What follows belongs to an exercise in optimizing a design on an open flow for small area; a production flow would make more cautious choices.
The RTL was checked by simulation tests, not by an equivalence proof against the original design.
Power and IR drop assume default switching activity. The clock port is modelled as an ideal driver; clocking choices that lean on that would not hold on a real chip.

==> flow/design.v <==
module ow_slave (
    input  wire        clk,
    input  wire        rst,
    input  wire        start,       
    input  wire        stop,        
    input  wire [2:0]  fam,         
    input  wire        ow_in,       
    output reg         ow_pull,     
    output wire        active,      
    input  wire [3:0]  rc,          
    input  wire [7:0]  rom_tap,     
    output wire [2:0]  mem_sel,     
    input  wire [7:0]  mem_tap      
);
    localparam [3:0] S_OFF       = 4'd0,
                     S_WAIT_RST  = 4'd1,
                     S_PDH       = 4'd2,
                     S_PDL       = 4'd3,
                     S_RECV_CMD  = 4'd4,
                     S_SEARCH    = 4'd5,
                     S_SEND_ROM  = 4'd6,
                     S_RECV_ADDR = 4'd7,
                     S_SEND_MEM  = 4'd8;
    reg [3:0]  state;
    reg        rom_st;        
    reg        od;
    reg        sf;            
    reg        f96;           
    reg        f32;           
    reg        line_q;
    reg        low_act;
    reg [10:0] cnt;           
    reg [6:0]  pb;            
    reg [2:0]  jb;            
    reg [1:0]  phase;         
    reg [7:0]  buf_q;
    assign active = (state != S_OFF);
    wire listening = (state != S_OFF) && (state != S_PDH) && (state != S_PDL);
    wire in_pd     = (state == S_PDH) || (state == S_PDL);
    wire recv_cmd  = (state == S_RECV_CMD);
    wire mem_mode  = (state == S_RECV_ADDR) || (state == S_SEND_MEM);
    wire send_mem  = (state == S_SEND_MEM);
    wire sending   = (state == S_SEND_ROM) || send_mem ||
                     ((state == S_SEARCH) && (phase != 2'd2));
    wire fall = line_q & ~ow_in;
    wire rise = low_act & ow_in;
    wire is_std_rst   = (cnt[10:7] == 4'b1111);                  
    wire is_short_rst = od && (cnt >= 11'd192) && (cnt <= 11'd320);
    wire slot_bit     = od ? (cnt < 11'd8) : (cnt < 11'd60);
    wire ev_slot      = listening && rise && !is_std_rst && !is_short_rst;
    wire ev_reset     = listening && rise && (is_std_rst || is_short_rst);
    wire cur_bit = buf_q[jb];
    wire tx_bit  = ((state == S_SEARCH) && (phase == 2'd1)) ? ~cur_bit : cur_bit;
    wire [6:0] pn  = pb + 7'd1;
    wire [6:0] tgt = recv_cmd ? 7'd0 : pb;
    wire m_cur = (rc[2:0] == tgt[2:0]) && (!mem_mode || (rc[3] == tgt[3]));
    wire m_nxt = (rc[2:0] == pn[2:0])  && (!mem_mode || (rc[3] == pn[3]));
    assign mem_sel = m_cur ? pb[6:4] : pn[6:4];
    wire [7:0] src = mem_mode ? mem_tap : rom_tap;
    wire cons_cur = send_mem && (low_act || fall);    
    wire sending_st = (state == S_SEARCH) || (state == S_SEND_ROM) || send_mem;
    integer j;
    always @(posedge clk) begin
        for (j = 0; j < 8; j = j + 1) begin
            if (sending_st && ((j < jb) || ((j == jb) && cons_cur))) begin
                if (m_nxt) buf_q[j] <= src[j];
            end else begin
                if (m_cur) buf_q[j] <= src[j];
            end
        end
    end
    wire [7:0] cmd_byte = {slot_bit, pb};
    wire hold_end = od ? (cnt == 11'd16) : (cnt == 11'd120);
    wire pd_end   = (state == S_PDH) ? (cnt == 11'd119) : (cnt == 11'd479);
    always @(posedge clk) begin
        line_q <= ow_in;
        if (in_pd) begin
            cnt <= pd_end ? 11'd0 : cnt + 11'd1;
        end else if (fall) begin
            cnt <= 11'd1;
        end else if (low_act && !ow_in && !is_std_rst) begin
            cnt <= cnt + 11'd1;
        end
        if (listening) begin
            if (fall)
                low_act <= 1'b1;
            else if (rise)
                low_act <= 1'b0;
        end else begin
            low_act <= 1'b0;
        end
        if (listening && ow_pull) begin
            if (hold_end)
                ow_pull <= 1'b0;
        end else if (listening && fall && sending && !tx_bit) begin
            ow_pull <= 1'b1;
        end
        if (rst) begin
            state   <= S_OFF;
            od      <= 1'b0;
            ow_pull <= 1'b0;
        end else if (stop) begin
            state   <= S_OFF;
            od      <= 1'b0;
            ow_pull <= 1'b0;
            low_act <= 1'b0;
        end else if (start) begin
            state   <= S_WAIT_RST;
            rom_st  <= 1'b0;
            od      <= 1'b0;
            sf      <= (fam == 3'd2) || (fam == 3'd3) || (fam == 3'd4);
            f96     <= (fam == 3'd4);
            f32     <= (fam == 3'd2);
            low_act <= 1'b0;
            ow_pull <= 1'b0;
        end else if (ev_reset) begin
            od      <= 1'b0;
            rom_st  <= 1'b0;
            state   <= S_PDH;
            cnt     <= 11'd0;
            ow_pull <= 1'b0;
        end else begin
            case (state)
                S_PDH: begin
                    if (pd_end) begin
                        state   <= S_PDL;
                        ow_pull <= 1'b1;
                    end
                end
                S_PDL: begin
                    if (pd_end) begin
                        state   <= S_RECV_CMD;
                        ow_pull <= 1'b0;
                        jb      <= 3'd0;
                    end
                end
                S_RECV_CMD: begin
                    if (ev_slot) begin
                        pb <= {slot_bit, pb[6:1]};
                        jb <= jb + 3'd1;
                        if (jb == 3'd7) begin
                            pb    <= 7'd0;
                            phase <= 2'd0;
                            if (sf) begin
                                if (cmd_byte == 8'hF0) begin
                                    state <= rom_st ? S_RECV_ADDR : S_SEARCH;
                                    rom_st <= 1'b1;
                                end else if (cmd_byte == 8'h33 && !rom_st) begin
                                    rom_st <= 1'b1;
                                    state  <= S_SEND_ROM;
                                end else if (cmd_byte == 8'hCC && !rom_st) begin
                                    rom_st <= 1'b1;
                                    state  <= S_RECV_CMD;
                                end else if (cmd_byte == 8'h3C && f96 && !rom_st) begin
                                    rom_st <= 1'b1;
                                    od     <= 1'b1;
                                    state  <= S_RECV_CMD;
                                end else begin
                                    state <= S_WAIT_RST;
                                end
                            end else begin
                                if (cmd_byte == 8'hF0)
                                    state <= S_SEARCH;
                                else if (cmd_byte == 8'h33)
                                    state <= S_SEND_ROM;
                                else
                                    state <= S_WAIT_RST;
                            end
                        end
                    end
                end
                S_SEARCH, S_SEND_ROM: begin
                    if (ev_slot) begin
                        if ((state == S_SEARCH) && (phase != 2'd2)) begin
                            phase <= phase + 2'd1;
                        end else begin
                            phase <= 2'd0;
                            jb    <= jb + 3'd1;
                            if (jb == 3'd7) begin
                                pb <= pn;
                                if (pb[2:0] == 3'd7)
                                    state <= sf ? S_RECV_CMD : S_WAIT_RST;
                            end
                        end
                    end
                end
                S_RECV_ADDR: begin
                    if (ev_slot) begin
                        jb <= jb + 3'd1;
                        if (jb == 3'd7)
                            phase <= 2'd1;
                        if ((phase == 2'd0) && (jb != 3'd7))
                            pb <= {slot_bit, pb[6:1]};
                        else if (slot_bit)
                            rom_st <= 1'b0;
                        if ((phase != 2'd0) && (jb == 3'd7)) begin
                            if (rom_st && !slot_bit && !(f32 && (pb[6:5] != 2'd0)))
                                state <= S_SEND_MEM;
                            else
                                state <= S_WAIT_RST;
                        end
                    end
                end
                S_SEND_MEM: begin
                    if (ev_slot) begin
                        jb <= jb + 3'd1;
                        if (jb == 3'd7) begin
                            pb <= pn;
                            if ((pb[4:0] == 5'd31) && (f32 || (pb[6:5] == 2'd3)))
                                state <= S_WAIT_RST;
                        end
                    end
                end
                default: ;
            endcase
        end
    end
endmodule
module ow_emu (
    input  wire        clk,
    input  wire        rst,
    input  wire [2:0]  fam,
    input  wire        cmd_valid,
    output wire        cmd_ready,
    input  wire [7:0]  opsel,
    input  wire [15:0] a16,
    input  wire [7:0]  d8,
    output reg         rsp_valid,
    output reg  [3:0]  status,
    output reg         ok,
    output reg  [7:0]  rdata,
    input  wire        ow_in,
    output wire        ow_pull
);
    localparam [3:0] ST_OK = 4'd0, ST_ERR_ROLE = 4'd2, ST_ERR_ILLEGAL = 4'd3,
                     ST_ERR_RANGE = 4'd4, ST_ERR_UNSUP = 4'd5;
    localparam [7:0] OP_NOP = 8'h00, OP_CRC_CLR = 8'h01, OP_CRC_BIT = 8'h02,
                     OP_CRC_BYTE = 8'h03, OP_CRC_GET = 8'h05,
                     OP_ROM_WR = 8'h08, OP_ROM_RD = 8'h09, OP_ROM_VALID = 8'h0A,
                     OP_ROM_APPLY = 8'h0B, OP_MEM_WR = 8'h0C, OP_MEM_RD = 8'h0D,
                     OP_AREGS_WR = 8'h0E, OP_AREGS_RD = 8'h0F,
                     OP_EMU_START = 8'h20, OP_EMU_STOP = 8'h21;
    function [7:0] crc8_bit(input [7:0] c, input d);
        begin
            crc8_bit = (c >> 1) ^ ((c[0] ^ d) ? 8'h8C : 8'h00);
        end
    endfunction
    function [7:0] crc8_byte(input [7:0] c, input [7:0] b);
        integer i;
        reg [7:0] t;
        begin
            t = c;
            for (i = 0; i < 8; i = i + 1)
                t = crc8_bit(t, b[i]);
            crc8_byte = t;
        end
    endfunction
    reg [3:0] rc;
    reg [1:0] ac;
    always @(posedge clk) begin
        rc <= rc + 4'd1;
        ac <= (ac == 2'd2) ? 2'd0 : ac + 2'd1;
    end
    reg [7:0] crc;
    reg       cs;             
    wire       slave;
    wire [2:0] sl_msel;
    wire [7:0] sl_mtap;
    reg       legal;
    reg       need_off;       
    reg       in_range;
    reg       is_rom, is_mem, is_areg, is_seq;
    always @(*) begin
        legal    = 1'b1;
        need_off = 1'b0;
        in_range = 1'b1;
        is_rom   = 1'b0;
        is_mem   = 1'b0;
        is_areg  = 1'b0;
        is_seq   = 1'b0;
        case (opsel)
            OP_NOP, OP_CRC_CLR, OP_CRC_BIT, OP_CRC_BYTE, OP_CRC_GET: ;
            OP_ROM_VALID: is_seq = 1'b1;
            OP_ROM_WR: begin need_off = 1'b1; is_rom = 1'b1; in_range = (a16[15:3] == 13'd0); end
            OP_ROM_RD: begin is_rom = 1'b1; in_range = (a16[15:3] == 13'd0); end
            OP_ROM_APPLY: begin need_off = 1'b1; is_seq = 1'b1; end
            OP_MEM_WR, OP_MEM_RD: begin
                need_off = ~opsel[0];
                is_mem   = 1'b1;
                in_range = (a16[15:7] == 9'd0) &&
                           ((fam == 3'd3) || (fam == 3'd4) ||
                            ((fam == 3'd2) && (a16[6:5] == 2'd0)));
            end
            OP_AREGS_WR, OP_AREGS_RD: begin
                need_off = ~opsel[0];
                is_areg  = 1'b1;
                in_range = (a16[15:2] == 14'd0) && (a16[1:0] != 2'd3);
            end
            OP_EMU_START: need_off = 1'b1;
            OP_EMU_STOP: ;
            default: legal = 1'b0;
        endcase
    end
    wire role_bad = (need_off && slave) || (opsel == OP_EMU_STOP && !slave);
    wire unsup    = (opsel == OP_EMU_START) && (fam > 3'd5);
    wire refuse   = !legal || role_bad || unsup || !in_range;
    wire at_rom  = (rc[2:0] == a16[2:0]);
    wire at_mem  = (rc == a16[3:0]);
    wire at_areg = (ac == a16[1:0]);
    wire seq_end = cs && (rc[2:0] == 3'd7);
    wire here    = is_rom ? at_rom : is_mem ? at_mem : is_areg ? at_areg :
                   is_seq ? seq_end : 1'b1;
    assign cmd_ready = !cmd_valid || refuse || here;
    wire go  = cmd_valid && cmd_ready && !rst;
    wire run = go && !refuse;
    wire seq       = cmd_valid && is_seq && !refuse && !rst;
    wire seq_start = seq && !cs && (rc[2:0] == 3'd0);
    wire apply     = opsel[0];    
    reg  [63:0] rom_r;
    reg  [23:0] areg_r;
    wire [7:0]  rom_tap  = rom_r[63:56];
    wire [7:0]  areg_tap = areg_r[23:16];
    wire rom_wr  = (run && opsel == OP_ROM_WR) || (seq && apply && (seq_start || seq_end));
    wire [7:0] rom_wd = seq_end ? crc : d8;
    wire areg_wr = run && opsel == OP_AREGS_WR;
    wire mem_wr  = run && opsel == OP_MEM_WR;
    always @(posedge clk) begin
        rom_r  <= {rom_r[55:0], rom_wr ? rom_wd : rom_tap};
        areg_r <= {areg_r[15:0], areg_wr ? d8 : areg_tap};
    end
    wire [7:0] mem_tap [0:7];
    genvar s;
    generate
        for (s = 0; s < 8; s = s + 1) begin : g_mem
            reg [127:0] r;
            wire wr = mem_wr && (a16[6:4] == s);
            assign mem_tap[s] = r[127:120];
            always @(posedge clk)
                r <= {r[119:0], wr ? d8 : r[127:120]};
        end
    endgenerate
    wire [7:0] port_mtap = mem_tap[a16[6:4]];
    assign sl_mtap = mem_tap[sl_msel];
    wire [7:0] cb_c = seq_start ? 8'h00 : crc;
    wire [7:0] cb_b = (is_seq && !(seq_start && apply)) ? rom_tap : d8;
    wire [7:0] crc_b = crc8_byte(cb_c, cb_b);
    wire [7:0] crc_1 = crc8_bit(crc, d8[0]);
    always @(posedge clk) begin
        if (rst) begin
            crc <= 8'h00;
            cs  <= 1'b0;
        end else begin
            if (seq_start)
                cs <= 1'b1;
            else if (seq_end)
                cs <= 1'b0;
            if (seq && !seq_end)
                crc <= crc_b;
            else if (run) begin
                case (opsel)
                    OP_CRC_CLR:  crc <= 8'h00;
                    OP_CRC_BIT:  crc <= crc_1;
                    OP_CRC_BYTE: crc <= crc_b;
                    default: ;
                endcase
            end
        end
    end
    always @(posedge clk) begin
        rsp_valid <= go;
        status    <= !legal ? ST_ERR_ILLEGAL : role_bad ? ST_ERR_ROLE :
                     unsup ? ST_ERR_UNSUP : !in_range ? ST_ERR_RANGE : ST_OK;
        ok        <= !refuse && ((opsel != OP_ROM_VALID) || (crc == rom_tap));
        rdata     <= 8'h00;
        if (!refuse) begin
            case (opsel)
                OP_CRC_BIT:   rdata <= crc_1;
                OP_CRC_BYTE:  rdata <= crc_b;
                OP_CRC_GET, OP_ROM_VALID, OP_ROM_APPLY: rdata <= crc;
                OP_ROM_RD:    rdata <= rom_tap;
                OP_MEM_RD:    rdata <= port_mtap;
                OP_AREGS_RD:  rdata <= areg_tap;
                default: ;
            endcase
        end
    end
    ow_slave u_slave (
        .clk      (clk),
        .rst      (rst),
        .start    (run && opsel == OP_EMU_START),
        .stop     (run && opsel == OP_EMU_STOP),
        .fam      (fam),
        .ow_in    (ow_in),
        .ow_pull  (ow_pull),
        .active   (slave),
        .rc       (rc),
        .rom_tap  (rom_tap),
        .mem_sel  (sl_msel),
        .mem_tap  (sl_mtap)
    );
endmodule
==> flow/run.sh <==
#!/bin/bash
# synth_recipe.tcl (not shown) runs the flow's synth.tcl, then flattens the netlist and writes it again
# the make line also repeats each setting of config.mk as NAME=value (left out here)
make -C /OpenROAD-flow-scripts/flow DESIGN_CONFIG=/design/flow/config.mk WORK_HOME=/design/flow/orfs CLKGATE_MAP_FILE= SYNTH_SCRIPT=/design/flow/synth_recipe.tcl finish
==> flow/config.mk <==
export PLATFORM = sky130hd
export DESIGN_NAME = ow_emu
export DESIGN_NICKNAME = ow_emu
export VERILOG_FILES = /design/flow/design.v
export SDC_FILE = /design/flow/constraint.sdc
export NUM_CORES = 4
export LEC_CHECK = 0
export CAP_MARGIN = 20
export CORE_MARGIN = 2
export CORE_UTILIZATION = 40
export PLACE_DENSITY = 0.6
export SLEW_MARGIN = 20
==> flow/constraint.sdc <==
create_clock -name core_clock -period 10.0 [get_ports {clk}]
set_input_delay 2.0000 -clock core_clock [delete_from_list [all_inputs] [get_ports {clk}]]
set_output_delay 2.0000 -clock core_clock [all_outputs]
set_load 0.01 [all_outputs]
==> results.json, run 1 <==
{
  "status": "complete, no violations",
  "clockBufferDepth": 3,
  "fmax_ghz": 0.1399,
  "cts_sinks": 1183,
  "min_to": "g_mem[6].r[56]$_DFF_P_",
  "overflow": 0,
  "end_kind": "output pin",
  "tightest_slew_ps": 1023,
  "hp-start": "g_mem[6].r[48]$_DFF_P_",
  "antennaDiodeCount": 0,
  "cp_data_arrival_time_ps": 5150,
  "yosysSeqAreaShare_pct": 78.97,
  "worstPathCellList": "clkdlybuf4s50_1 > nor2b_1 > o32a_1 > o31ai_1 > a211oi_2 > and2_1 > nand3_1 > clkdlybuf4s50_1",
  "die_w_um": 279.2,
  "async_flop_share_pct": 0,
  "synthesis.nets": 2223,
  "routed_wl_um": 58350,
  "avgSynthCellArea_um2": 13.98,
  "placedCellCount": 3123,
  "clk_latency_ps": 670,
  "rows": 100,
  "syn_to_final_growth_pct": 16.91,
  "powerDensity_mw_per_mm2": 251.3,
  "layout_common_cells": "dfxtp_1 (1,159), nand2_1 (108), clkbuf_16 (105)",
  "slowest_delay_ps": 850,
  "crit_slowest_cell": "clkdlybuf4s50_1",
  "nets": 2315,
  "antenna_left": 0,
  "drv_cap": 0,
  "synth-edff-count": 24,
  "synth_area_mm2": 0.03029,
  "setup_violations": 0,
  "maxSlewViolCount": 0,
  "crit_type": "in -> out",
  "skew_ps": 28.58,
  "num_vias": 15710,
  "drt_iter0_drc": 995,
  "path_common_cell": "clkdlybuf4s50_1",
  "synthCells": 2167,
  "port_buffers": 53,
  "final_common_cell": "dfxtp_1",
  "max_slew_margin_pct": 31.64,
  "gp_congestion": 0.8968,
  "cts_tree": "built",
  "ys_ff_latch": 1183,
  "drc": 0,
  "hold_depth": 0,
  "cp_top_family": "buffers and inverters",
  "fp.dieArea_mm2": 0.07795,
  "cts_resized": 0,
  "fin_cells": 3311,
  "rsz0062_at_grt": "false",
  "fillers": 6404,
  "grt_max_degree": 33,
  "clk_pin_slew_worst_paths_ps": 60,
  "cp-start-kind": "primary input",
  "hold_buffers": 0,
  "p_leak_uw": 0.01379,
  "path_max_fanout": 16,
  "grt_pass1_wl_um": 89710,
  "io-pin-count": 55,
  "core-area_mm2": 0.07470,
  "wl_per_cell_um": 17.62,
  "die_h_um": 279.2,
  "r2r_end": "u_slave.buf_q[5]$_DFFE_PP_",
  "layout_min_cycle_time_ps": 7147,
  "peakVddDrop_v": 0.0001363,
  "final_area_mm2": 0.03542,
  "post-cts-setup-buffers": 0,
  "rr_worst_depth": 11,
  "fin_crit_sh_pct": 71.47,
  "regToRegSetupSlack_ps": 5930,
  "track_usage_pct": 14.93,
  "antenna_found_initial": 1,
  "ys_warn_count": 2,
  "via_per_inst": 4.745,
  "hp-class": "reg -> reg",
  "crit_required_ps": 8000,
  "dpl-instance-area_mm2": 0.03182,
  "numCtsBuffers": 103,
  "cts_root_buf": "clkbuf_16",
  "start_util_pct": 40.55,
  "tns_ps": 0,
  "final_layout_size_suffix_gt1_share_pct": 12.30,
  "drt_pass1_iterations": 6,
  "r2r-start": "u_slave.state[2]$_SDFFE_PP0P_",
  "finalHoldViolations": 0,
  "dp_hpwl_um": 37940,
  "grt_pass1_vias": 15290,
  "synth_flop_cell": "dfxtp_1",
  "path_buf_inv": 2,
  "synthDistinctLibCells": 86,
  "h-tree-depth": 3
}
[cell families after synthesis]
logic type               synth area share, %
buffers and inverters                  1.524
other                                0.01238
flip-flops                             78.97
multiplexers                           4.254
XOR/XNOR                               1.351
AND/OR/NAND/NOR                        6.505
adder cells (fa/ha/maj)               0.7352
AO/OA/AOI/OAI                          6.646
[layout make-up]
cell class,count,area [um2],area share (%)
multi-input cells,869,5914,16.70
repair buffers,69,650.6,1.837
clock inverters,44,608.1,1.717
flip-flops and latches,1183,23920,67.55
inverters,33,123.9,0.3497
well taps,969,1212,3.423
clock buffers,144,2984,8.426
[synth_stat cells (23+ instances only)]
| library cell | n | share of area (%) |
|---|---|---|
| dfxtp_1 | 1159 | 77 |
| nand2_1 | 108 | 1.3 |
| nor2_1 | 93 | 1.2 |
| mux2_2 | 74 | 2.8 |
| a21oi_1 | 71 | 1.2 |
| clkbuf_1 | 66 | 0.82 |
| o21ai_0 | 64 | 1.1 |
| nand3_1 | 40 | 0.66 |
| inv_1 | 33 | 0.41 |
| mux2i_1 | 32 | 1.1 |
| xnor2_1 | 31 | 0.90 |
| a31oi_1 | 25 | 0.52 |
| edfxtp_1 | 24 | 2.4 |
| nor3_1 | 23 | 0.38 |
[registers in the layout, indices dropped and copies added, names as in the netlist, 2 cells and up]
name	count
g_mem.r	1024
rom_r	64
areg_r	24
u_slave.cnt	11
crc	8
rdata	8
u_slave.buf_q	8
u_slave.pb	7
rc	4
u_slave.state	4
status	3
u_slave.jb	3
ac	2
u_slave.phase	2
[worst reg2reg max path, cell delays in order (launching register included)]
cell       delay (ps)
dfxtp_1           310
buf_4             270
nor4b_2           660
a21oi_1            80
o32ai_1           540
nand2_1           460
mux2i_1           270
buf_4             270
nor2_1            170
a2111oi_0         470
a2bb2oi_1         220
a21oi_1            90
[worst max path at each step]
stage | slack, ps | depth (start not counted) | to | startpoint
finish | 2850 | 8 | cmd_ready | opsel[1]
detailed placement | 2920 | 8 | cmd_ready | opsel[1]
floorplan | 4360 | 10 | u_slave.pb[0]$_DFFE_PP_ | opsel[2]
CTS | 2920 | 8 | cmd_ready | opsel[1]
global placement | 3030 | 8 | cmd_ready | opsel[1]
global route | 2590 | 8 | cmd_ready | opsel[1]
[stage by stage]
step / utilization [%] / setup slack, ps / total power, uW / hold slack, ps
floorplan: - / 4357 / 4883 / 309.6
global placement: 42.60 / 3035 / 4927 / 309.6
detailed placement: 42.60 / 2923 / 4927 / 312.1
CTS: 47.41 / 2920 / 8992 / 308.8
global route: 47.41 / 2586 / 9185 / 314.8
finish: 47.41 / 2853 / 8900 / 311.6
[report_power, final]
part	leakage, uW	switching (uW)	total (uW)	internal [uW]
combinational	0.00241	59.8	96.7	36.9
clock	0.00177	1670	4080	2400
sequential	0.00960	0.451	4730	4730
total	0.0138	1730	8900	7170
[metal layers]
metal,share of wire (%),GRT usage (%),vias to the layer above
met5,0,0,-
met4,3.1,6.038,0
met2,44,22.73,423
li1,-,-,7588
met1,48,21.09,7582
met3,4.6,2.560,119
==> run 2, diff against run 1 <==
--- a/flow/design.v
+++ b/flow/design.v
@@ -256,8 +256,8 @@
         end
     endfunction
-    reg [3:0] rc;
+    reg [6:0] rc;
     reg [1:0] ac;
     always @(posedge clk) begin
-        rc <= rc + 4'd1;
+        rc <= rc + 7'd1;
         ac <= (ac == 2'd2) ? 2'd0 : ac + 2'd1;
     end
@@ -306,5 +306,5 @@
     wire refuse   = !legal || role_bad || unsup || !in_range;
     wire at_rom  = (rc[2:0] == a16[2:0]);
-    wire at_mem  = (rc == a16[3:0]);
+    wire at_mem  = (rc[4:0] == a16[4:0]);
     wire at_areg = (ac == a16[1:0]);
     wire seq_end = cs && (rc[2:0] == 3'd7);
@@ -319,6 +319,6 @@
     reg  [63:0] rom_r;
     reg  [23:0] areg_r;
-    wire [7:0]  rom_tap  = rom_r[63:56];
-    wire [7:0]  areg_tap = areg_r[23:16];
+    wire [7:0]  rom_tap  = rom_r[7:0];
+    wire [7:0]  areg_tap = areg_r[7:0];
     wire rom_wr  = (run && opsel == OP_ROM_WR) || (seq && apply && (seq_start || seq_end));
     wire [7:0] rom_wd = seq_end ? crc : d8;
@@ -326,20 +326,31 @@
     wire mem_wr  = run && opsel == OP_MEM_WR;
     always @(posedge clk) begin
-        rom_r  <= {rom_r[55:0], rom_wr ? rom_wd : rom_tap};
-        areg_r <= {areg_r[15:0], areg_wr ? d8 : areg_tap};
+        rom_r  <= {rom_r[55:8], rom_wr ? rom_wd : rom_tap, rom_r[63:56]};
+        areg_r <= {areg_r[15:8], areg_wr ? d8 : areg_tap, areg_r[23:16]};
     end
-    wire [7:0] mem_tap [0:7];
+    reg  [1023:0] mem_r;
+    wire [1:0]    pk = rc[6:5] - a16[6:5];       
+    wire [2:0]    sk = rc[6:4] - sl_msel;        
+    wire [7:0]    mem_tap [0:7];
     genvar s;
     generate
-        for (s = 0; s < 8; s = s + 1) begin : g_mem
-            reg [127:0] r;
-            wire wr = mem_wr && (a16[6:4] == s);
-            assign mem_tap[s] = r[127:120];
-            always @(posedge clk)
-                r <= {r[119:0], wr ? d8 : r[127:120]};
+        for (s = 0; s < 8; s = s + 1) begin : g_tap
+            assign mem_tap[s] = mem_r[128*s +: 8];
+        end
+        for (s = 0; s < 128; s = s + 1) begin : g_mem
+            if (s == 0) begin : g_wrap
+                always @(posedge clk)
+                    mem_r[7:0] <= mem_r[1023:1016];
+            end else if (s % 32 == 1) begin : g_wr
+                always @(posedge clk)
+                    mem_r[8*s +: 8] <= (mem_wr && (pk == s / 32)) ? d8 : mem_r[8*s-8 +: 8];
+            end else begin : g_shift
+                always @(posedge clk)
+                    mem_r[8*s +: 8] <= mem_r[8*s-8 +: 8];
+            end
         end
     endgenerate
-    wire [7:0] port_mtap = mem_tap[a16[6:4]];
-    assign sl_mtap = mem_tap[sl_msel];
+    wire [7:0] port_mtap = mem_tap[{pk, 1'b0}];
+    assign sl_mtap = mem_tap[sk];
     wire [7:0] cb_c = seq_start ? 8'h00 : crc;
     wire [7:0] cb_b = (is_seq && !(seq_start && apply)) ? rom_tap : d8;
@@ -394,5 +405,5 @@
         .ow_pull  (ow_pull),
         .active   (slave),
-        .rc       (rc),
+        .rc       (rc[3:0]),
         .rom_tap  (rom_tap),
         .mem_sel  (sl_msel),
--- a/flow/config.mk
+++ b/flow/config.mk
@@ -6,7 +6,10 @@
 export NUM_CORES = 4
 export LEC_CHECK = 0
+export ABC_AREA = 1
 export CAP_MARGIN = 20
 export CORE_MARGIN = 2
-export CORE_UTILIZATION = 40
-export PLACE_DENSITY = 0.6
+export CORE_UTILIZATION = 55
+export CTS_CLUSTER_DIAMETER = 60
+export CTS_CLUSTER_SIZE = 36
+export PLACE_DENSITY = 0.7
 export SLEW_MARGIN = 20
==> run 2 against run 1 <==
  * Clock skew is 34 ps higher
  * Critical path depth is 5 higher
  * Maximum frequency is 8.3% higher
  * Cell count is 4.6% lower
  * Largest cell class unchanged
  * Highest routed layer unchanged
==> results.json, run 2 <==
{
  "status": "complete, no violations",
  "synth-edff-count": 24,
  "hold_buffers": 0,
  "fin_crit_sh_pct": 65.99,
  "dp_worst_setup_slack_ps": 3363,
  "grt_pass1_vias": 15400,
  "clk_pin_slew_worst_paths_ps": 110,
  "track_usage_pct": 20.25,
  "antenna_found_initial": 2,
  "routed_wl_um": 56250,
  "synthDistinctLibCells": 59,
  "numCtsBuffers": 52,
  "via_per_inst": 4.939,
  "final_common_cell": "dfxtp_1",
  "dpl-instance-area_mm2": 0.03105,
  "cts_sinks": 1186,
  "antenna_left": 0,
  "cp-start-kind": "primary input",
  "tightest_slew_ps": 1019,
  "yosysSeqAreaShare_pct": 80.66,
  "yosys.area.top_type_share_pct": 78.24,
  "overflow": 0,
  "syn_to_final_growth_pct": 11.21,
  "fmax_ghz": 0.1515,
  "grt_pass1_wl_um": 87040,
  "fillers": 4232,
  "nets": 2490,
  "synthCells": 2340,
  "cts_tree": "built",
  "avgSynthCellArea_um2": 12.71,
  "yosys.area.top_type": "dfxtp_1",
  "antennaDiodeCount": 0,
  "synth_area_mm2": 0.02973,
  "max_slew_margin_pct": 31.55,
  "rsz0062_at_grt": "false",
  "clockBufferDepth": 3,
  "hp-class": "reg -> reg",
  "crit_required_ps": 8000,
  "layout_common_cells": "dfxtp_1 (1,162), nand2_1 (317), inv_1 (187)",
  "io-pin-count": 55,
  "setup_violations": 0,
  "drc": 0,
  "cp_data_arrival_time_ps": 4600,
  "clk_latency_ps": 680,
  "rows": 85,
  "end_kind": "output pin",
  "peakVddDrop_v": 0.0001892,
  "powerDensity_mw_per_mm2": 236.0,
  "ys_ff_latch": 1186,
  "p_leak_uw": 0.01365,
  "final_area_mm2": 0.03307,
  "drt_pass1_iterations": 6,
  "ys_warn_count": 2,
  "top_regs": "mem_r: 1024 flops, rom_r: 64 flops, areg_r: 24 flops",
  "grt_max_degree": 37,
  "die_w_um": 236.5,
  "start_util_pct": 55.47,
  "largest-register": "mem_r",
  "setup_ws_ps": 3401,
  "drt_iter0_drc": 1131,
  "core-area_mm2": 0.05360,
  "dp_hpwl_um": 39240,
  "gp_congestion": 0.9117,
  "num_vias": 15600,
  "cts_root_buf": "clkbuf_16",
  "path_max_fanout": 8,
  "h-tree-depth": 2,
  "die_h_um": 236.5,
  "maxSlewViolCount": 0,
  "yosysMostFrequentCell": "dfxtp_1",
  "multiInputGateArea_mm2": 0.004917,
  "final_layout_size_suffix_gt1_share_pct": 5.887,
  "drv_cap": 0,
  "cts_resized": 0,
  "async_flop_share_pct": 0,
  "skew_ps": 62.99,
  "fp.dieArea_mm2": 0.05593,
  "ys_top_cells_by_count": "dfxtp_1 (1,162), nand2_1 (317), inv_1 (187)",
  "largest_reg_flops": 1024,
  "synthTopCellsByArea": "dfxtp_1 (78%), nand2_1 (4.0%), edfxtp_1 (2.4%)",
  "finalHoldViolations": 0,
  "post-route-util_pct": 61.69,
  "post-cts-setup-buffers": 0,
  "ff_latch_area_mm2": 0.02398,
  "synthesis.nets": 2399,
  "tns_ps": 0,
  "synth_flop_cell": "dfxtp_1",
  "layout_min_cycle_time_ps": 6599,
  "wl_per_cell_um": 17.81,
  "crit_type": "in -> out",
  "port_buffers": 53
}
[run 2: metal layers]
| metal | vias to the layer above | GRT usage [%] | wire [um] |
|---|---|---|---|
| li1 | 7638 | - | - |
| met1 | 7475 | 29.01 | 26830 |
| met2 | 398 | 31.78 | 25060 |
| met3 | 92 | 2.914 | 2815 |
| met4 | 0 | 6.924 | 1544 |
| met5 | - | 0 | 0 |
[run 2: final timing paths]
check / start / to / slack (ps) / depth (start not counted)
min: mem_r[785]$_DFF_P_ / mem_r[793]$_DFF_P_ / 300 / 0
min reg2reg: mem_r[785]$_DFF_P_ / mem_r[793]$_DFF_P_ / 300 / 0
max: opsel[0] / cmd_ready / 3400 / 13
max reg2reg: u_slave.state[2]$_SDFFE_PP0P_ / u_slave.buf_q[1]$_DFFE_PP_ / 4030 / 21
[run 2: cell families after synthesis]
group	count (synthesis)	synth area share [%]
DFF	1186	80.66
and+or+nand+nor	624	9.283
AOI/OAI and AO/OA	262	5.370
buffers and inverters	213	2.798
xor gates and xnor gates	33	0.9721
adders and majority gates	20	0.8669
other	1	0.01261
muxes	1	0.03367
[run 2: layout make-up]
class                   instances  share of cell area (%)
clock buffers                  55                   4.030
clock inverters                31                   2.058
inverters                     195                   2.229
multi-input cells             941                   14.87
flip-flops and latches       1186                   72.53
well taps                     696                   2.634
repair buffers                 55                   1.650
[run 2: through the flow]
step	total power [uW]	hold slack, ps	cells
after floorplan	5070	309.6	2340
after global placement	5179	309.6	3073
after detailed placement	5182	312.1	3073
after CTS	7864	299.4	3159
after global routing	8075	297.3	3159
final	7804	300.6	3159
[run 2: power by group]
| group | internal [uW] | switching (uW) | leakage [uW] | total [uW] |
|---|---|---|---|---|
| clock | 1140 | 1590 | 0.000932 | 2720 |
| combinational | 89.2 | 216 | 0.00314 | 305 |
| sequential | 4760 | 15.7 | 0.00958 | 4780 |
| total | 5990 | 1820 | 0.0136 | 7800 |
[run 2: worst max-delay path, cell delays in order]
cell and delay, ps:
clkdlybuf4s50_1 750, nand2_2 190, nor2_2 180, nand2_4 110
nand2_4 100, nand2_1 50, nand2_1 70, nand2_1 60
a21oi_2 200, nand2_4 100, nor2_8 130, o211ai_1 130
clkdlybuf4s50_1 510
==> run 3, diff against run 2 <==
--- a/flow/config.mk
+++ b/flow/config.mk
@@ -10,6 +10,6 @@
 export CORE_MARGIN = 2
 export CORE_UTILIZATION = 55
-export CTS_CLUSTER_DIAMETER = 60
-export CTS_CLUSTER_SIZE = 36
+export CTS_CLUSTER_DIAMETER = 80
+export CTS_CLUSTER_SIZE = 30
 export PLACE_DENSITY = 0.7
 export SLEW_MARGIN = 20
==> run 3 against run 2 <==
  * Highest routed layer unchanged
  * Sequential power is essentially flat
  * Design area decreased by 1.9%
  * Critical path depth is the same
  * First-iteration DRC count up 4.3%
  * Non-clock buffer count unchanged
  * Routed wire length is 0.62% lower
  * Maximum frequency rose by 0.27%
  * Synthesized cell count did not move
  * Clock-buffer cell count down 4
  * Still clean on timing, DRC and antenna
==> results.json, run 3 <==
{
  "antenna_left": 0,
  "skew_ps": 24.38,
  "cts_sinks": 1186,
  "end_kind": "output pin",
  "clk_pin_slew_worst_paths_ps": 110,
  "path_max_fanout": 8,
  "powerDensity_mw_per_mm2": 226.8,
  "die_w_um": 236.5,
  "tightest_slew_ps": 1039,
  "max_slew_margin_pct": 30.23,
  "layout_min_cycle_time_ps": 6581,
  "post-cts-setup-buffers": 0,
  "rows": 85,
  "nets": 2486,
  "gp_congestion": 0.9117,
  "synth_area_mm2": 0.02973,
  "maxSlewViolCount": 0,
  "core-area_mm2": 0.05360,
  "post-route-util_pct": 60.50,
  "yosysSeqAreaShare_pct": 80.66,
  "avgSynthCellArea_um2": 12.71,
  "r2r-start": "u_slave.state[2]$_SDFFE_PP0P_",
  "ys_top_cells_by_count": "dfxtp_1 (1,162), nand2_1 (317), inv_1 (187)",
  "min_to": "areg_r[4]$_DFF_P_",
  "via_per_inst": 4.928,
  "peakVddDrop_v": 0.0001954,
  "largest_reg_flops": 1024,
  "drc": 0,
  "h-tree-depth": 2,
  "numCtsBuffers": 48,
  "cts_tree": "built",
  "dp_hpwl_um": 39240,
  "start_util_pct": 55.47,
  "cp-start-kind": "primary input",
  "p_int_uw": 5757,
  "p_switching_uw": 1597,
  "cp_data_arrival_time_ps": 4580,
  "synthTopCellsByArea": "dfxtp_1 (78%), nand2_1 (4.0%), edfxtp_1 (2.4%)",
  "yosys.area.top_type": "dfxtp_1",
  "final_common_cell": "dfxtp_1",
  "io-pin-count": 55,
  "rr_worst_depth": 21,
  "grt_max_degree": 32,
  "drt_iter0_drc": 1180,
  "hold_buffers": 0,
  "antenna_found_initial": 1,
  "fmax_ghz": 0.1519,
  "hp-class": "reg -> reg",
  "setup_violations": 0,
  "clk_latency_ps": 630,
  "port_buffers": 53,
  "num_vias": 15440,
  "wl_per_cell_um": 17.84,
  "drv_cap": 0,
  "hold_depth": 0,
  "antennaDiodeCount": 0,
  "finalHoldViolations": 0,
  "drt_pass1_iterations": 5,
  "r2r_end": "u_slave.buf_q[1]$_DFFE_PP_",
  "top_regs": "mem_r: 1024 flops, rom_r: 64 flops, areg_r: 24 flops",
  "cts_resized": 0,
  "final_layout_size_suffix_gt1_share_pct": 4.840,
  "layout_common_cells": "dfxtp_1 (1,162), nand2_1 (317), inv_1 (187)",
  "switching_share_pct": 21.71,
  "ys_warn_count": 2,
  "fin_crit_sh_pct": 65.81,
  "ys_ff_latch": 1186,
  "holdWs_ps": 327.0,
  "pwr-share-comb_pct": 4.1,
  "synth-edff-count": 24,
  "fp.dieArea_mm2": 0.05593,
  "yosysMostFrequentCell": "dfxtp_1",
  "clockBufferDepth": 3,
  "tns_ps": 0,
  "synth_flop_cell": "dfxtp_1",
  "regToRegSetupSlack_ps": 4120,
  "hp-start": "areg_r[20]$_DFF_P_",
  "die_h_um": 236.5,
  "grt_pass1_vias": 15340,
  "rsz0062_at_grt": "false",
  "track_usage_pct": 20.12,
  "seq_power_share_pct": 64.9,
  "cts_root_buf": "clkbuf_16",
  "overflow": 0,
  "yosys.area.top_type_share_pct": 78.24,
  "async_flop_share_pct": 0,
  "crit_required_ps": 8000,
  "routed_wl_um": 55900,
  "synthesis.nets": 2399,
  "synthDistinctLibCells": 59,
  "grt_pass1_wl_um": 86760,
  "crit_type": "in -> out",
  "synthCells": 2340,
  "p_leak_uw": 0.01339,
  "status": "complete, no violations",
  "clock_power_share_pct": 31.0,
  "crit_start": "opsel[0]",
  "syn_to_final_growth_pct": 9.065,
  "fillers": 4298,
  "largest-register": "mem_r"
}
run 3: changes by cell type in the layout (fill, tap and decap cells not counted), sizes merged:
cell	delta
clkinvlp	-1
clkinv	-20
inv	+2
bufinv	-2
clkbuf	-4
run 3: final cells by class:
class	count	area, um2	area share (%)
inverters	195	737.0	2.273
clock buffers	51	1212	3.739
well taps	696	870.8	2.685
repair buffers	55	545.5	1.682
flip-flops and latches	1186	23980	73.96
multi-input cells	941	4917	15.16
clock inverters	10	161.4	0.4977
run 3: cell families (layout without fill, tap and decap cells):
family	Yosys count	count (layout)	synth area share (%)
other	1	1	0.01261
AOI/OAI and AO/OA	262	262	5.370
adders and majority gates	20	20	0.8669
muxes	1	1	0.03367
buffers and inverters	213	311	2.798
xor gates and xnor gates	33	33	0.9721
DFF	1186	1186	80.66
and+or+nand+nor	624	624	9.283
run 3: metal layers:
| metal | track usage (%) | part of all wire, % | vias up |
|---|---|---|---|
| met1 | 29.16 | 49 | 7394 |
| met5 | 0 | 0 | - |
| li1 | - | - | 7621 |
| met3 | 3.264 | 3.9 | 91 |
| met2 | 31.41 | 44 | 337 |
| met4 | 5.715 | 2.5 | 0 |
run 3: worst max path at each step:
stage,to,slack [ps]
after floorplan,cmd_ready,4750
after global placement,cmd_ready,3390
after detailed placement,cmd_ready,3360
after CTS,cmd_ready,3370
after global routing,cmd_ready,3230
final,cmd_ready,3420
run 3: through the flow:
| stage | instance area (um2) | std cells | total power (uW) | setup WS [ps] |
|---|---|---|---|---|
| 2_1_floorplan | 29730 | 2340 | 5070 | 4746 |
| 3_3_place_gp | 31050 | 3073 | 5179 | 3394 |
| 3_5_place_dp | 31050 | 3073 | 5182 | 3363 |
| 4_1_cts | 32430 | 3134 | 7415 | 3365 |
| 5_1_grt | 32430 | 3134 | 7619 | 3228 |
| 6_report | 32430 | 3134 | 7354 | 3419 |
run 3: worst max-delay path, cell delays in order:
cell             delay, ps
clkdlybuf4s50_1        740
nand2_2                180
nor2_2                 180
nand2_4                110
nand2_4                100
nand2_1                 50
nand2_1                 70
nand2_1                 60
a21oi_2                200
nand2_4                100
nor2_8                 130
o211ai_1               130
clkdlybuf4s50_1        510
run 3: power by group through the flow:
stage | sequential [uW] | clock (uW) | combinational (uW)
2_1_floorplan | 4880 | 0 | 192
3_3_place_gp | 4880 | 0 | 296
3_5_place_dp | 4880 | 0 | 299
4_1_cts | 4770 | 2340 | 301
5_1_grt | 4780 | 2500 | 338
6_report | 4770 | 2280 | 304
==> run 4, diff against run 3 <==
==> flow/flow/run.sh (new file) <==
#!/bin/bash
# Layout flow: the standard flow (standard synthesis and ORFS steps, unchanged
# scripts), with two settings passed to ORFS through its own variables:
#  - CTS without dummy loads (the clock tree's balancing cells add area only);
#  - port buffers made of the smallest buffer cell.
# make's output goes to standard.log; each ORFS step keeps its own log in orfs/logs/.
set -euo pipefail
cd "$(dirname "$0")/.."
export CTS_ARGS="-sink_clustering_enable -repair_clock_nets -sink_clustering_size ${CTS_SIZE:-30} -sink_clustering_max_diameter ${CTS_DIAM:-80} -dont_use_dummy_load"
export BUFFER_PORTS_ARGS="-buffer_cell sky130_fd_sc_hd__buf_1"
bash standard.sh > standard.log 2>&1
test -f out/final.def
==> flow/standard.sh (new file) <==
#!/bin/bash
# synth_recipe.tcl (not shown) runs the flow's synth.tcl, then flattens the netlist and writes it again
# the make line also repeats each setting of config.mk as NAME=value (left out here)
make -C /OpenROAD-flow-scripts/flow DESIGN_CONFIG=/design/flow/config.mk WORK_HOME=/design/flow/orfs CLKGATE_MAP_FILE= SYNTH_SCRIPT=/design/flow/synth_recipe.tcl "${@:-finish}"
removed: flow/run.sh
==> run 4 against run 3 <==
  * Critical path type unchanged
  * Via count shrank 0.49%
  * Critical endpoint unchanged
  * Register-to-register slack improved by 320 ps
  * Die area stayed put
  * Power down 2.2%
==> results.json, run 4 <==
{
  "status": "complete, no violations",
  "routed_wl_um": 54250,
  "crit_required_ps": 8000,
  "fillers": 4291,
  "antenna_left": 0,
  "endpoint": "cmd_ready",
  "synthCells": 2340,
  "wl_per_cell_um": 17.38,
  "regToRegSetupSlack_ps": 4440,
  "hold_buffers": 0,
  "syn_to_final_growth_pct": 7.369,
  "num_vias": 15370,
  "fmax_ghz": 0.1686,
  "antenna_found_initial": 2,
  "dp_worst_setup_slack_ps": 4088,
  "top_regs": "mem_r: 1024 flops, rom_r: 64 flops, areg_r: 24 flops",
  "avgSynthCellArea_um2": 12.71,
  "clk_pin_slew_worst_paths_ps": 100,
  "port_buffers": 53,
  "core-area_mm2": 0.05360,
  "tightest_slew_ps": 957.3,
  "dp_hpwl_um": 37770,
  "drv_cap": 0,
  "numCtsBuffers": 48,
  "powerDensity_mw_per_mm2": 225.4,
  "ys_ff_latch": 1186,
  "nets": 2486,
  "layout_common_cells": "dfxtp_1 (1,162), nand2_1 (317), inv_1 (187)",
  "peakVddDrop_v": 0.0001932,
  "fin_cells": 3121,
  "synth_area_mm2": 0.02973,
  "path_max_fanout": 8,
  "crit_type": "in -> out",
  "hp-start": "mem_r[1005]$_DFF_P_",
  "grt_pass1_vias": 15030,
  "synthDistinctLibCells": 59,
  "track_usage_pct": 19.56,
  "cts_resized": 0,
  "cts_tree": "built",
  "gp_congestion": 0.8747,
  "yosys.area.top_type": "dfxtp_1",
  "io-pin-count": 55,
  "overflow": 0,
  "setup_ws_ps": 4068,
  "largest-register": "mem_r",
  "end_kind": "output pin",
  "clockBufferDepth": 3,
  "clk_latency_ps": 610,
  "r2r_end": "u_slave.buf_q[7]$_DFFE_PP_",
  "drt_iter0_drc": 1271,
  "final_layout_size_suffix_gt1_share_pct": 4.454,
  "yosys.area.top_type_share_pct": 78.24,
  "finalHoldViolations": 0,
  "crit_slowest_cell": "buf_1",
  "cp-start-kind": "primary input",
  "slowest_delay_ps": 400,
  "p_leak_uw": 0.01317,
  "largest_reg_flops": 1024,
  "placedCellCount": 3073,
  "drt_pass1_iterations": 6,
  "drc": 0,
  "grt_max_degree": 31,
  "yosysMostFrequentCell": "dfxtp_1",
  "post-route-util_pct": 59.56,
  "max_slew_margin_pct": 36.18,
  "rsz0062_at_grt": "false",
  "tns_ps": 0,
  "crit_start": "opsel[0]",
  "antennaDiodeCount": 0,
  "synth_flop_cell": "dfxtp_1",
  "hp-class": "reg -> reg",
  "skew_ps": 45.68,
  "worstPathCellList": "buf_1 > nand2_2 > nor2_2 > nand2_4 > nand2_4 > nand2_1 > nand2_1 > nand2_1 > a21oi_2 > nand2_4 > nor2_8 > o211ai_1 > buf_1",
  "die_h_um": 236.5,
  "post-cts-setup-buffers": 0,
  "async_flop_share_pct": 0,
  "ys_top_cells_by_count": "dfxtp_1 (1,162), nand2_1 (317), inv_1 (187)",
  "synth-edff-count": 24,
  "setup_violations": 0,
  "final_common_cell": "dfxtp_1",
  "holdWs_ps": 296.5,
  "synthesis.nets": 2399,
  "maxSlewViolCount": 0,
  "yosysSeqAreaShare_pct": 80.66,
  "layout_min_cycle_time_ps": 5932,
  "start_util_pct": 55.47,
  "rr_worst_depth": 21,
  "rows": 85,
  "ys_warn_count": 2,
  "via_per_inst": 4.924,
  "grt_pass1_wl_um": 83860,
  "cp_data_arrival_time_ps": 3930,
  "fp.dieArea_mm2": 0.05593,
  "die_w_um": 236.5,
  "cts_sinks": 1186,
  "cts_root_buf": "clkbuf_16",
  "synthTopCellsByArea": "dfxtp_1 (78%), nand2_1 (4.0%), edfxtp_1 (2.4%)",
  "h-tree-depth": 2,
  "fin_crit_sh_pct": 59.32,
  "r2r-start": "u_slave.state[2]$_SDFFE_PP0P_"
}
[run 4: cell families after synthesis]
logic type,Yosys count,share of synthesized area (%)
multiplexers,1,0.03367
flip-flops,1186,80.66
buffers and inverters,213,2.798
adder cells (fa/ha/maj),20,0.8669
XOR/XNOR,33,0.9721
other,1,0.01261
AND/OR/NAND/NOR,624,9.283
AO/OA/AOI/OAI,262,5.370
[run 4: area by class of cell]
cell class	instances	area [um2]	area share, %
clock buffer	48	1201	3.763
tap	696	870.8	2.728
timing repair buffer	55	214.0	0.6702
sequential	1186	23980	75.13
multi-input combinational	941	4917	15.40
inverter	195	737.0	2.309
[run 4: worst min path at each step]
stage	cells past startpoint	slack [ps]	end
final	0	300	mem_r[1013]$_DFF_P_
after global routing	0	300	areg_r[18]$_DFF_P_
after CTS	0	300	areg_r[6]$_DFF_P_
after detailed placement	0	310	mem_r[148]$_DFF_P_
after global placement	0	310	mem_r[902]$_DFF_P_
after floorplan	0	310	areg_r[0]$_DFF_P_
[run 4: power breakdown]
group	internal, uW	total (uW)	switching (uW)	leakage, uW
logic	78.2	284	206	0.00300
clock network	864	2140	1270	0.000592
registers	4760	4770	15.9	0.00958
[run 4: critical path, delay by kind of cell]
family,cells,cell delay [ps]
AO/OA/AOI/OAI,2,350
buffers and inverters,2,560
AND/OR/NAND/NOR,9,1010
[run 4: per-layer routing]
metal / vias up / share of wire [%] / GRT usage [%]
met5: - / 0 / 0
met4: 0 / 3.8 / 7.806
met3: 113 / 4.3 / 2.798
met2: 349 / 43 / 29.57
met1: 7287 / 49 / 28.56
li1: 7618 / - / -
[run 4: metrics by stage]
stage / power, uW / instance area [um2]
final: 7194 / 31920
after global routing: 7465 / 31920
after CTS: 7261 / 31920
after detailed placement: 5161 / 30720
after global placement: 5157 / 30720
after floorplan: 5070 / 29730
==> run 5, diff against run 4 <==
--- a/flow/design.v
+++ b/flow/design.v
@@ -25,7 +25,7 @@
     reg        rom_st;        
     reg        od;
-    reg        sf;            
-    reg        f96;           
-    reg        f32;           
+    wire       sf  = (fam == 3'd2) || (fam == 3'd3) || (fam == 3'd4);    
+    wire       f96 = (fam == 3'd4);                                      
+    wire       f32 = (fam == 3'd2);                                      
     reg        line_q;
     reg        low_act;
@@ -109,7 +109,4 @@
             rom_st  <= 1'b0;
             od      <= 1'b0;
-            sf      <= (fam == 3'd2) || (fam == 3'd3) || (fam == 3'd4);
-            f96     <= (fam == 3'd4);
-            f32     <= (fam == 3'd2);
             low_act <= 1'b0;
             ow_pull <= 1'b0;
@@ -227,7 +224,7 @@
     input  wire [7:0]  d8,
     output reg         rsp_valid,
-    output reg  [3:0]  status,
-    output reg         ok,
-    output reg  [7:0]  rdata,
+    output wire [3:0]  status,
+    output wire        ok,
+    output wire [7:0]  rdata,
     input  wire        ow_in,
     output wire        ow_pull
@@ -351,5 +348,4 @@
         end
     endgenerate
-    wire [7:0] port_mtap = mem_tap[{pk, 1'b0}];
     assign sl_mtap = mem_tap[sk];
     wire [7:0] cb_c = seq_start ? 8'h00 : crc;
@@ -378,22 +374,35 @@
         end
     end
+    localparam [2:0] RS_ZERO = 3'd0, RS_CRC = 3'd1, RS_ROM = 3'd2, RS_AREG = 3'd3, RS_MEM = 3'd4;
+    reg [2:0] st_q;
+    reg [2:0] rs;
+    reg [1:0] rk;
+    reg       rvalid;      
     always @(posedge clk) begin
         rsp_valid <= go;
-        status    <= !legal ? ST_ERR_ILLEGAL : role_bad ? ST_ERR_ROLE :
-                     unsup ? ST_ERR_UNSUP : !in_range ? ST_ERR_RANGE : ST_OK;
-        ok        <= !refuse && ((opsel != OP_ROM_VALID) || (crc == rom_tap));
-        rdata     <= 8'h00;
+        st_q      <= !legal ? ST_ERR_ILLEGAL[2:0] : role_bad ? ST_ERR_ROLE[2:0] :
+                     unsup ? ST_ERR_UNSUP[2:0] : !in_range ? ST_ERR_RANGE[2:0] : ST_OK[2:0];
+        rvalid    <= (opsel == OP_ROM_VALID);
+        rk        <= pk;
+        rs        <= RS_ZERO;
         if (!refuse) begin
             case (opsel)
-                OP_CRC_BIT:   rdata <= crc_1;
-                OP_CRC_BYTE:  rdata <= crc_b;
-                OP_CRC_GET, OP_ROM_VALID, OP_ROM_APPLY: rdata <= crc;
-                OP_ROM_RD:    rdata <= rom_tap;
-                OP_MEM_RD:    rdata <= port_mtap;
-                OP_AREGS_RD:  rdata <= areg_tap;
+                OP_CRC_BIT, OP_CRC_BYTE, OP_CRC_GET, OP_ROM_VALID, OP_ROM_APPLY: rs <= RS_CRC;
+                OP_ROM_RD:   rs <= RS_ROM;
+                OP_MEM_RD:   rs <= RS_MEM;
+                OP_AREGS_RD: rs <= RS_AREG;
                 default: ;
             endcase
         end
     end
+    wire [7:0] rom_1  = rom_r[15:8];
+    wire [7:0] areg_1 = areg_r[15:8];
+    wire [7:0] mem_1  = mem_r[256*rk + 8 +: 8];
+    assign status = {1'b0, st_q};
+    assign ok     = (st_q == 3'd0) && (!rvalid || (crc == rom_1));
+    assign rdata  = (rs == RS_CRC)  ? crc :
+                    (rs == RS_ROM)  ? rom_1 :
+                    (rs == RS_AREG) ? areg_1 :
+                    (rs == RS_MEM)  ? mem_1 : 8'h00;
     ow_slave u_slave (
         .clk      (clk),
--- a/flow/flow/run.sh
+++ b/flow/flow/run.sh
@@ -7,5 +7,5 @@
 set -euo pipefail
 cd "$(dirname "$0")/.."
-export CTS_ARGS="-sink_clustering_enable -repair_clock_nets -sink_clustering_size ${CTS_SIZE:-30} -sink_clustering_max_diameter ${CTS_DIAM:-80} -dont_use_dummy_load"
+export CTS_ARGS="-sink_clustering_enable -repair_clock_nets -sink_clustering_size ${CTS_SIZE:-34} -sink_clustering_max_diameter ${CTS_DIAM:-80} -dont_use_dummy_load"
 export BUFFER_PORTS_ARGS="-buffer_cell sky130_fd_sc_hd__buf_1"
 bash standard.sh > standard.log 2>&1
==> run 5 against run 4 <==
  * Via count decreased by 1.1%
  * Hold slack got worse by 24 ps
  * Utilization is 0.22 points higher
  * Combinational power decreased by 7.4%
  * Critical endpoint unchanged
  * Global-route usage decreased by 1.3 points
==> results.json, run 5 <==
{
  "antenna_found_initial": 0,
  "synth_flop_cell": "dfxtp_1",
  "grt_max_degree": 35,
  "final_common_cell": "dfxtp_1",
  "io-pin-count": 55,
  "path_max_fanout": 8,
  "grt_pass1_vias": 14430,
  "routed_wl_um": 50560,
  "status": "complete, no violations",
  "gp_congestion": 0.8340,
  "finalHoldViolations": 0,
  "crit_type": "in -> out",
  "rows": 84,
  "regToRegSetupSlack_ps": 4960,
  "hold_buffers": 0,
  "cp_num_cells": 13,
  "clk_pin_slew_worst_paths_ps": 110,
  "path_buf_inv": 4,
  "nets": 2458,
  "largest_reg_flops": 1024,
  "cts_sinks": 1180,
  "yosys.area.top_type_share_pct": 78.72,
  "yosysMostFrequentCell": "dfxtp_1",
  "fin_crit_sh_pct": 58.88,
  "synth_area_mm2": 0.02947,
  "wl_per_cell_um": 16.39,
  "synth-edff-count": 21,
  "synthCells": 2322,
  "num_vias": 15190,
  "port_buffers": 53,
  "setup_violations": 0,
  "syn_to_final_growth_pct": 7.009,
  "cp-start-kind": "primary input",
  "r2r-start": "u_slave.state[0]$_SDFFE_PP0P_",
  "overflow": 0,
  "drt_iter0_drc": 1078,
  "p_switching_uw": 1470,
  "ys_ff_latch": 1180,
  "maxSlewViolCount": 0,
  "cp_top_family": "simple AND/OR/NAND/NOR gates",
  "die_w_um": 235.5,
  "ys_top_cells_by_count": "dfxtp_1 (1,159), nand2_1 (288), inv_1 (164)",
  "p_leak_uw": 0.01282,
  "final_layout_size_suffix_gt1_share_pct": 3.504,
  "largest-register": "mem_r",
  "post-route-util_pct": 59.78,
  "end_kind": "output pin",
  "r2r_end": "u_slave.buf_q[3]$_DFFE_PP_",
  "skew_ps": 71.59,
  "via_per_inst": 4.924,
  "grt_pass1_wl_um": 78880,
  "ys_warn_count": 2,
  "peakVddDrop_v": 0.0001555,
  "switching_share_pct": 20.78,
  "async_flop_share_pct": 0,
  "core-area_mm2": 0.05276,
  "dp_hpwl_um": 35660,
  "antennaDiodeCount": 0,
  "powerDensity_mw_per_mm2": 224.4,
  "cp_data_arrival_time_ps": 3890,
  "antenna_left": 0,
  "cts_resized": 0,
  "layout_min_cycle_time_ps": 5888,
  "pwr-share-comb_pct": 3.7,
  "seq_power_share_pct": 67.3,
  "crit_slowest_cell": "buf_1",
  "die_h_um": 235.5,
  "yosys.area.top_type": "dfxtp_1",
  "clockBufferDepth": 3,
  "synthesis.nets": 2381,
  "rsz0062_at_grt": "false",
  "avgSynthCellArea_um2": 12.69,
  "clock_power_share_pct": 29.0,
  "slowest_delay_ps": 390,
  "rr_worst_depth": 19,
  "endpoint": "cmd_ready",
  "layout_common_cells": "dfxtp_1 (1,159), nand2_1 (288), inv_1 (164)",
  "cts_tree": "built",
  "max_slew_margin_pct": 43.20,
  "top_regs": "mem_r: 1024 flops, rom_r: 64 flops, areg_r: 24 flops",
  "yosysSeqAreaShare_pct": 80.86,
  "synthTopCellsByArea": "dfxtp_1 (79%), nand2_1 (3.7%), o21ai_0 (2.2%)",
  "clk_latency_ps": 630,
  "cts_root_buf": "clkbuf_16",
  "post-cts-setup-buffers": 0,
  "tns_ps": 0,
  "fmax_ghz": 0.1698,
  "drc": 0,
  "hp-class": "reg -> reg",
  "start_util_pct": 55.86,
  "tightest_slew_ps": 845.6,
  "track_usage_pct": 18.22,
  "crit_required_ps": 8000,
  "h-tree-depth": 2,
  "worstPathCellList": "buf_1 > nand2_1 > inv_1 > nand3_1 > nand2_1 > nor2_1 > nand2_1 > nor2_1 > nor2_4 > inv_1 > nor2_1 > nand4_1 > buf_1",
  "drv_cap": 0,
  "synthDistinctLibCells": 54,
  "p_int_uw": 5606,
  "numCtsBuffers": 44,
  "drt_pass1_iterations": 5,
  "power_uw": 7077,
  "fp.dieArea_mm2": 0.05546,
  "crit_start": "opsel[0]"
}
-- run 5: changes by cell type after synthesis, sizes merged, moves of 4 or more --
cell / previous run / this run
a22o: 11 / 6
inv: 194 / 174
clkbuf: 13 / 20
nand2: 343 / 294
o21ai: 114 / 133
a32o: 1 / 5
nor2: 140 / 144
nand3: 87 / 106
a22oi: 5 / 0
o22ai: 28 / 7
a21oi: 46 / 68
nand4: 19 / 25
-- run 5: power by group through the flow --
stage | combinational (uW) | sequential [uW] | clock [uW]
floorplan | 189 | 4850 | 0
global placement | 258 | 4870 | 0
detailed placement | 258 | 4870 | 0
CTS | 260 | 4760 | 2110
global route | 297 | 4770 | 2260
finish | 263 | 4760 | 2050
-- run 5: worst min path at each step --
| stage | from | end | slack, ps | cells past startpoint |
|---|---|---|---|---|
| 6_report | mem_r[145]$_DFF_P_ | mem_r[153]$_DFF_P_ | 270 | 0 |
| 5_1_grt | mem_r[322]$_DFF_P_ | mem_r[330]$_DFF_P_ | 270 | 0 |
| 4_1_cts | mem_r[145]$_DFF_P_ | mem_r[153]$_DFF_P_ | 270 | 0 |
| 3_5_place_dp | mem_r[419]$_DFF_P_ | mem_r[427]$_DFF_P_ | 310 | 0 |
| 3_3_place_gp | mem_r[334]$_DFF_P_ | mem_r[342]$_DFF_P_ | 310 | 0 |
| 2_1_floorplan | areg_r[16]$_DFF_P_ | areg_r[0]$_DFF_P_ | 310 | 0 |
-- run 5: layout make-up --
| type | count | area (um2) |
|---|---|---|
| Sequential cell | 1180 | 23830 |
| Fill cell | 4150 | 21220 |
| Multi-Input combinational cell | 941 | 4862 |
| Clock buffer | 44 | 1101 |
| Tap cell | 688 | 860.8 |
| Inverter | 176 | 660.6 |
| Timing Repair Buffer | 56 | 221.5 |
-- run 5: kinds of logic (layout without fill, tap and decap cells) --
group | Yosys count | count (layout) | share of synthesized area, %
fa+ha+maj | 20 | 20 | 0.8745
buf+inv | 201 | 276 | 2.653
simple gates | 602 | 602 | 8.881
xor+xnor | 35 | 35 | 1.040
flops | 1180 | 1180 | 80.86
compound gates | 282 | 282 | 5.642
other cells | 1 | 1 | 0.01272
mux | 1 | 1 | 0.03396
-- run 5: metal layers --
layer / global-route usage [%] / vias to the layer above / part of all wire [%]
li1: - / 7581 / -
met1: 27.46 / 7181 / 50
met2: 27.65 / 351 / 43
met3: 2.451 / 78 / 5.0
met4: 5.057 / 0 / 2.2
met5: 0 / - / 0
-- run 5: per-stage QoR --
step	setup WS, ps	cell area [um2]	cells	hold WS, ps
6_report	4112	31540	3085	272.4
5_1_grt	3857	31540	3085	267.3
4_1_cts	4084	31540	3085	274.2
3_5_place_dp	4084	30440	3041	312.1
3_3_place_gp	4154	30440	3041	309.6
2_1_floorplan	4809	29470	2322	309.6
==> run 6, diff against run 5 <==
--- a/flow/flow/run.sh
+++ b/flow/flow/run.sh
@@ -7,5 +7,5 @@
 set -euo pipefail
 cd "$(dirname "$0")/.."
-export CTS_ARGS="-sink_clustering_enable -repair_clock_nets -sink_clustering_size ${CTS_SIZE:-34} -sink_clustering_max_diameter ${CTS_DIAM:-80} -dont_use_dummy_load"
+export CTS_ARGS="-sink_clustering_enable -repair_clock_nets -sink_clustering_size ${CTS_SIZE:-30} -sink_clustering_max_diameter ${CTS_DIAM:-80} -dont_use_dummy_load"
 export BUFFER_PORTS_ARGS="-buffer_cell sky130_fd_sc_hd__buf_1"
 bash standard.sh > standard.log 2>&1
==> run 6 against run 5 <==
  * Die area did not move
  * First-iteration DRC count grew 1.3%
  * Area after synthesis did not move
  * Clock-buffer cell count up 5
  * Maximum frequency fell by 0.14%
  * Flip-flop and latch count did not move
  * Combinational power barely moved
  * Register-to-register slack improved by 40 ps
  * Setup slack worse by 8.4 ps
  * Critical path type unchanged
  * Largest cell class unchanged
  * Highest routed layer unchanged
==> results.json, run 6 <==
{
  "syn_to_final_growth_pct": 7.433,
  "max_slew_margin_pct": 42.62,
  "overflow": 0,
  "pwr-share-comb_pct": 3.7,
  "rsz0062_at_grt": "false",
  "numCtsBuffers": 49,
  "drv_cap": 0,
  "layout_min_cycle_time_ps": 5896,
  "cts_resized": 0,
  "drt_iter0_drc": 1092,
  "dp_hpwl_um": 35660,
  "path_max_fanout": 8,
  "tns_ps": 0,
  "port_buffers": 53,
  "switching_share_pct": 20.61,
  "io-pin-count": 55,
  "clk_latency_ps": 630,
  "drt_pass1_iterations": 5,
  "yosysMostFrequentCell": "dfxtp_1",
  "ys_top_cells_by_count": "dfxtp_1 (1,159), nand2_1 (288), inv_1 (164)",
  "fin_cells": 3090,
  "clockBufferDepth": 3,
  "final_layout_size_suffix_gt1_share_pct": 3.705,
  "antenna_found_initial": 0,
  "grt_max_degree": 31,
  "cts_sinks": 1180,
  "crit_required_ps": 8000,
  "synth-compound-area-share_pct": 5.642,
  "final_common_cell": "dfxtp_1",
  "num_vias": 15170,
  "wl_per_cell_um": 16.41,
  "routed_wl_um": 50710,
  "h-tree-depth": 2,
  "async_flop_share_pct": 0,
  "synth-edff-count": 21,
  "yosys.area.top_type": "dfxtp_1",
  "synth_flop_cell": "dfxtp_1",
  "skew_ps": 62.45,
  "largest_reg_flops": 1024,
  "clk_pin_slew_worst_paths_ps": 100,
  "ys_warn_count": 2,
  "top_regs": "mem_r: 1024 flops, rom_r: 64 flops, areg_r: 24 flops",
  "gp_congestion": 0.8340,
  "antenna_left": 0,
  "seq_power_share_pct": 66.4,
  "drc": 0,
  "tightest_slew_ps": 854.2,
  "p_leak_uw": 0.01288,
  "post-cts-setup-buffers": 0,
  "fmax_ghz": 0.1696,
  "cp_data_arrival_time_ps": 3900,
  "hold_buffers": 0,
  "placedCellCount": 3041,
  "maxSlewViolCount": 0,
  "muxShareOfSynthArea_pct": 0.03396,
  "largest-register": "mem_r",
  "status": "complete, no violations",
  "ys_ff_latch": 1180,
  "synth_fa_ha_area_share_pct": 0.8745,
  "die_h_um": 235.5,
  "cts_tree": "built",
  "synth_area_mm2": 0.02947,
  "p_switching_uw": 1477,
  "cp-start-kind": "primary input",
  "fp.dieArea_mm2": 0.05546,
  "synth_top_family_by_area": "simple AND/OR/NAND/NOR gates",
  "crit_type": "in -> out",
  "synthesis.nets": 2381,
  "finalHoldViolations": 0,
  "grt_pass1_wl_um": 79410,
  "p_int_uw": 5688,
  "post-route-util_pct": 60.01,
  "nets": 2463,
  "peakVddDrop_v": 0.0001941,
  "yosysSeqAreaShare_pct": 80.86,
  "synthTopCellsByArea": "dfxtp_1 (79%), nand2_1 (3.7%), o21ai_0 (2.2%)",
  "hp-class": "reg -> reg",
  "fin_crit_sh_pct": 58.96,
  "synthDistinctLibCells": 54,
  "cts_root_buf": "clkbuf_16",
  "synth_simple_gate_area_share_pct": 8.881,
  "setup_violations": 0,
  "powerDensity_mw_per_mm2": 226.3,
  "avgSynthCellArea_um2": 12.69,
  "grt_pass1_vias": 14510,
  "via_per_inst": 4.908,
  "start_util_pct": 55.86,
  "synth_xor_area_share_pct": 1.040,
  "rows": 84,
  "antennaDiodeCount": 0,
  "layout_common_cells": "dfxtp_1 (1,159), nand2_1 (288), inv_1 (164)",
  "end_kind": "output pin",
  "core-area_mm2": 0.05276,
  "clock_power_share_pct": 29.9,
  "track_usage_pct": 18.39,
  "die_w_um": 235.5,
  "yosys.area.top_type_share_pct": 78.72,
  "synthCells": 2322
}
[run 6: cell types whose count changed in the layout (fill, tap and decap cells not counted), sizes merged]
cell    change
clkbuf      +5
[run 6: final cells by class]
class / instances / area [um2]
Fill cell: 4129 / 21100
Multi-Input combinational cell: 941 / 4862
Sequential cell: 1180 / 23830
Inverter: 176 / 660.6
Clock buffer: 49 / 1226
Tap cell: 688 / 860.8
Timing Repair Buffer: 56 / 221.5
[run 6: cell families after synthesis]
kind of cell / Yosys count
other cells: 1
buf+inv: 201
flops: 1180
mux: 1
fa+ha+maj: 20
compound gates: 282
simple gates: 602
xor+xnor: 35
[run 6: layer usage]
| metal | vias to the layer above | track usage (%) | share of wire [%] |
|---|---|---|---|
| met5 | - | 0 | 0 |
| met4 | 0 | 5.694 | 2.4 |
| met3 | 82 | 2.251 | 4.4 |
| met2 | 327 | 28.01 | 43 |
| met1 | 7159 | 27.55 | 50 |
| li1 | 7599 | - | - |
[run 6: path summary, 6_finish.rpt]
path | startpoint | end | slack [ps] | cells past startpoint
worst max register to register | u_slave.state[0]$_SDFFE_PP0P_ | u_slave.buf_q[3]$_DFFE_PP_ | 5000 | 19
worst max-delay path | opsel[0] | cmd_ready | 4100 | 13
worst min-delay path | mem_r[723]$_DFF_P_ | mem_r[731]$_DFF_P_ | 270 | 0
worst min register to register | mem_r[723]$_DFF_P_ | mem_r[731]$_DFF_P_ | 270 | 0
[run 6: critical path, cell delays in order]
cell	delay, ps
buf_1	390
nand2_1	100
inv_1	150
nand3_1	180
nand2_1	100
nor2_1	60
nand2_1	100
nor2_1	70
nor2_4	140
inv_1	60
nor2_1	220
nand4_1	160
buf_1	160
[run 6: power by group through the flow]
stage	clock, uW	sequential [uW]	combinational, uW
2_1_floorplan	0	4850	189
6_report	2140	4760	262
3_5_place_dp	0	4870	258
5_1_grt	2370	4770	297
4_1_cts	2210	4760	260
3_3_place_gp	0	4870	258
[run 6: through the flow]
step / hold WS [ps] / instance area [um2] / power, uW / worst slack, ps
after global routing: 274.3 / 31660 / 7431 / 3857
final: 270.6 / 31660 / 7165 / 4104
after CTS: 278.2 / 31660 / 7231 / 4084
after global placement: 309.6 / 30440 / 5125 / 4154
after detailed placement: 312.1 / 30440 / 5126 / 4084
after floorplan: 309.6 / 29470 / 5044 / 4809

## afterwards: timing with drivers on the ports
The results above use ideal ports. As a check the final layouts listed here were re-extracted and re-timed, cells and wires unchanged.
Step 1 assumes that a clkbuf_16 drives the clock port and a buf_2 every other input.
Step 2 times the ports against the registers' clock, not the clock port: input delays grow and output delays shrink by t, the midpoint of the rising clock arrivals with the driver on.
a / b / c = ideal ports / drivers / drivers and shift; a / b = the first two.
run | t (ns) | setup slack, ns | worst setup path at the end | latest minus earliest clock arrival (ns) | worst slew at a driven data input, ns
run 1 | 0.711 | 2.853 / 2.827 / 2.827 | input to output | 0.032 / 0.032 | 0.05
run 2 | 0.699 | 3.401 / 3.378 / 3.378 | input to output | 0.079 / 0.079 | 0.07
run 3 | 0.680 | 3.419 / 3.395 / 3.395 | input to output | 0.024 / 0.025 | 0.07
run 4 | 0.646 | 4.068 / 4.040 / 4.040 | input to output | 0.046 / 0.046 | 0.04
run 5 | 0.640 | 4.112 / 4.089 / 4.089 | input to output | 0.096 / 0.096 | 0.05
run 6 | 0.639 | 4.104 / 4.080 / 4.080 | input to output | 0.098 / 0.097 | 0.05
After both steps every run listed still meets setup and hold. For run 4, which loses most, drivers alone change the setup slack by -0.028 ns; drivers and shift together by -0.028 ns.
